Context: an optimization exercise on an open-source flow, tuned for small area, a short achievable clock period and few clock cycles. The choices shown serve that exercise and are no tape-out recipe.
RTL that was checked went through simulation tests only; none was proved equivalent to the original.

// hlfc_tx
module hlfc_tx (
    input  wire        clk,
    input  wire        rst,
    input  wire        cmd_valid,
    output wire        cmd_ready,
    input  wire        cmd_write,
    input  wire [7:0]  cmd_unit,
    input  wire [3:0]  cmd_area,
    input  wire [7:0]  cmd_bank,
    input  wire [15:0] cmd_begin,
    input  wire [15:0] cmd_count,
    output wire        sts_valid,
    output wire [7:0]  sts_code,
    input  wire        wd_valid,
    output wire        wd_ready,
    input  wire [15:0] wd_data,
    output wire        tx_valid,
    input  wire        tx_ready,
    output wire [7:0]  tx_data,
    output wire        tx_last
);
For scale: ~6200 um^2 of cells after synthesis.
==> flow/config.mk <==
export PLATFORM = sky130hd
export DESIGN_NAME = hlfc_tx
export DESIGN_NICKNAME = hlfc_tx
export VERILOG_FILES = /design/flow/design.v
export SDC_FILE = /design/flow/constraint.sdc
export NUM_CORES = 4
export LEC_CHECK = 0
export CAP_MARGIN = 20
export CORE_MARGIN = 2
export CORE_UTILIZATION = 50
export CTS_BUF_LIST = sky130_fd_sc_hd__clkbuf_8
export SLEW_MARGIN = 20
==> flow/constraint.sdc <==
create_clock -name core_clock -period 12.0 [get_ports {clk}]
set_input_delay 2.4000 -clock core_clock [delete_from_list [all_inputs] [get_ports {clk}]]
set_output_delay 2.4000 -clock core_clock [all_outputs]
set_load 0.01 [all_outputs]
standard.sh (not shown) runs the stock make flow with config.mk's settings and CLKGATE_MAP_FILE= SYNTH_SCRIPT=/design/flow/synth_recipe.tcl, a recipe that flattens the netlist after the stock synthesis.
==> flow/flow/run.sh <==
#!/bin/bash
# Own layout flow: the standard ORFS flow (standard.sh), with two changes to how
# the layout is made:
#  - the port buffers that ORFS inserts on every input and output are buf_1 cells
#    instead of the default choice (a slow delay buffer);
#  - repair_timing (floorplan, CTS and global-route stages) works towards a setup
#    slack margin, so it sizes up the gates of paths that are far slower than they
#    need to be.
# The clock period, the SDC, synthesis, floorplan, power grid and tap cells are the
# standard flow's. Every tool's output goes to a log in this folder (and ORFS keeps
# its own per-step logs under orfs/logs).
set -euo pipefail
export BUFFER_PORTS_ARGS="-buffer_cell sky130_fd_sc_hd__buf_1"
export SETUP_SLACK_MARGIN="${OWN_SETUP_MARGIN:-8.4}"
bash standard.sh > standard_flow.log 2>&1
The first run completed with no timing, DRC or antenna violations.
Then changed:
--- a/flow/design.v
+++ b/flow/design.v
@@ -179,21 +179,21 @@
     assign sts_code  = {3'b000, bad, 3'b000, unk};
     assign wd_ready  = wrdy;
     assign tx_valid  = tx_v;
     assign tx_data   = {1'b0, tx_d};
     assign tx_last   = ~(tx_d[6] | tx_d[5]);    
     wire s_idle  = (scnt == 4'd0);
-    wire s_chk   = (scnt[3:2] == 2'b11) | (scnt == 4'd11);
-    wire s_ready = (scnt == 4'd10);
-    wire s_conv  = !s_idle && (scnt <= 4'd9);
+    wire s_done  = (scnt == 4'd11);
+    wire s_conv  = !s_idle && !s_done;
     wire s_last  = (scnt == 4'd1);
-    wire chk = (scnt == 4'd15) ? begin_hi(c_area, cmd_begin) :
-               (scnt == 4'd14) ? begin_lo(c_area, cmd_begin) :
-               (scnt == 4'd13) ? count_hi(c_area, cmd_count) :
-               (scnt == 4'd12) ? count_lo(c_area, cmd_count) :
-               (scnt == 4'd11) ? (cmd_count == 16'd0) : 1'b0;
+    wire s_first = (scnt == 4'd10);
+    wire [15:0] begin_l = {2'b00, bg[1:0], bg[15:4]};
+    wire [15:0] count_l = {2'b00, ct[1:0], ct[15:4]};
+    wire range_bad = begin_hi(c_area, begin_l) | begin_lo(c_area, begin_l) |
+                     count_hi(c_area, count_l) | count_lo(c_area, count_l) |
+                     (count_l == 16'd0);
     wire en_t = ~scnt[3];
     wire en_h = (scnt[3:2] == 2'b00) | (scnt == 4'd4);
     function [15:0] dd_step;
         input [15:0] q;
         input eo, et, eh;
         reg [3:0] o, t, h;
@@ -276,15 +276,14 @@
     wire in_bgct = (stc[4:2] == G_BG) || (stc[4:2] == G_CT) || (stc[4:2] == G_DAT);
     wire at2  = in_bgct && (stc[1:0] == 2'd2);           
     wire at3  = (stc[4:2] == G_DAT) && (stc[1:0] == 2'd3);
     wire is_cr = (stc == S_CR);
     wire idle_next = adv ? (is_cr && last) : (stc == S_IDLE);
     wire wd_fire = wd_valid & wrdy;
-    wire ready_ok  = freeq & s_conv & (scnt <= 4'd6) & ~crdy;
-    wire ready_rej = s_ready & rejected & ~crdy;
-    wire hdr_busy  = (g_hdr0 & (st != S_IDLE)) | (st == S_RW) | (st == S_LET);
+    wire ready_ok  = ~bad & ~crdy & freeq & ((s_conv & (scnt <= 4'd6)) | s_done);
+    wire ready_rej =  bad & ~crdy & ((s_conv & ~s_first) | s_done);
     wire go = ready_ok & idle_next;
     always @(posedge clk) begin
         if (rst) begin
             st    <= S_IDLE;
             tx_v  <= 1'b0;
             wfull <= 1'b0;
@@ -324,36 +323,30 @@
             end else if (adv && at2 && stc[4:2] != G_CT) begin
                 wfull <= 1'b0;
                 wrdy  <= (stc[4:2] == G_BG) ? wr : more;
             end
             crdy <= go | ready_rej;
             if (s_idle) begin
-                if (!hdr_busy) begin
+                if (freeq) begin
                     c_area  <= cmd_area[2:0];
                     c_write <= cmd_write;
-                    unk <= cmd_area[3];
-                    bad <= cmd_area[3] || (cmd_unit[7:5] != 3'd0) ||
-                           (cmd_area[2:0] == 3'd7 && (cmd_bank[7:4] != 4'd0 ||
-                            (cmd_bank[3] && cmd_bank[2] && (cmd_bank[1] || cmd_bank[0]))));
-                    if (cmd_valid) scnt <= 4'd15;
+                    unk     <= cmd_area[3];
+                    bad     <= cmd_area[3] || (cmd_unit[7:5] != 3'd0) ||
+                               (cmd_begin[15:14] != 2'd0) || (cmd_count[15:14] != 2'd0) ||
+                               (cmd_area[2:0] == 3'd7 && (cmd_bank[7:4] != 4'd0 ||
+                                (cmd_bank[3] && cmd_bank[2] && (cmd_bank[1] || cmd_bank[0]))));
+                    bg      <= pre4(cmd_begin);
+                    ct      <= pre4(cmd_count);
+                    if (cmd_valid) scnt <= 4'd10;
                 end
-            end else if (s_chk) begin
-                bad  <= bad | chk;
-                scnt <= scnt - 4'd1;
-            end else if (s_ready) begin
-                if (freeq && !rejected) begin
-                    bg   <= dd_step(pre4(cmd_begin), 1'b1, 1'b0, 1'b0);
-                    ct   <= dd_step(pre4(cmd_count), ~c_write, 1'b0, 1'b0);
-                    scnt <= 4'd9;
-                end
-            end else begin
+            end else if (s_conv) begin
+                if (s_first) bad <= bad | range_bad;
                 bg <= dd_step(bg, 1'b1, en_t, en_h);
                 ct <= dd_step(ct, ~c_write, ~c_write & en_t, ~c_write & en_h);
-                if (s_last) scnt <= (freeq && !go) ? 4'd10 : 4'd0;
+                if (s_last) scnt <= (freeq && !go) ? 4'd11 : 4'd0;
                 else scnt <= scnt - 4'd1;
             end
-            if (take) begin
-                if (rejected) scnt <= 4'd0;
-            end
+            if (take && (bad || s_done))
+                scnt <= 4'd0;
         end
     end
 endmodule
Outcome:
- clock-buffer cell count increases by 3
- non-clock buffer count increases by 2
- worst hold slack is better by 0.026 ns
- die area is lower by 0.97%
- worst setup slack gets better by 0.49 ns
- final cell count came out lower by 3.7%
- sequential share of layout area rises by 0.54 points
- final area came out lower by 1.7%
Testbench counts after the change, summed over its fixed seeds: cycles 65,848.
Only the layout flow was run in the first run of this note; the RTL was not checked for function there.

==> separate check: timing with driven ports <==
In the flow no input, the clock included, has a driving cell. The finished layouts below were timed again as built, in two steps.
Step 1 (the two cells are an assumption about what drives the block):
set clk [get_ports {clk}]
set_driving_cell -lib_cell sky130_fd_sc_hd__clkbuf_16 $clk
set_driving_cell -lib_cell sky130_fd_sc_hd__buf_2 [delete_from_list [all_inputs] $clk]
Step 2 also shifts input and output timing later by t, the mid clock arrival at the registers, as if the neighbouring blocks saw the same clock.
a / b / c = ideal / step 1 / step 2; a / b = the first two.
run	t, ns	setup WS [ns]	hold WS [ns]	latest minus earliest clock arrival (ns)
the first run	0.414	7.937 / 7.954 / 7.540	0.522 / 0.522 / 0.522	0.015 / 0.016
the second run	0.405	8.428 / 8.423 / 8.018	0.548 / 0.548 / 0.548	0.006 / 0.006
After both steps setup and hold are still met in every run listed. For the second run, which loses most, drivers alone change the setup slack by -0.005 ns; drivers and shift together by -0.410 ns.
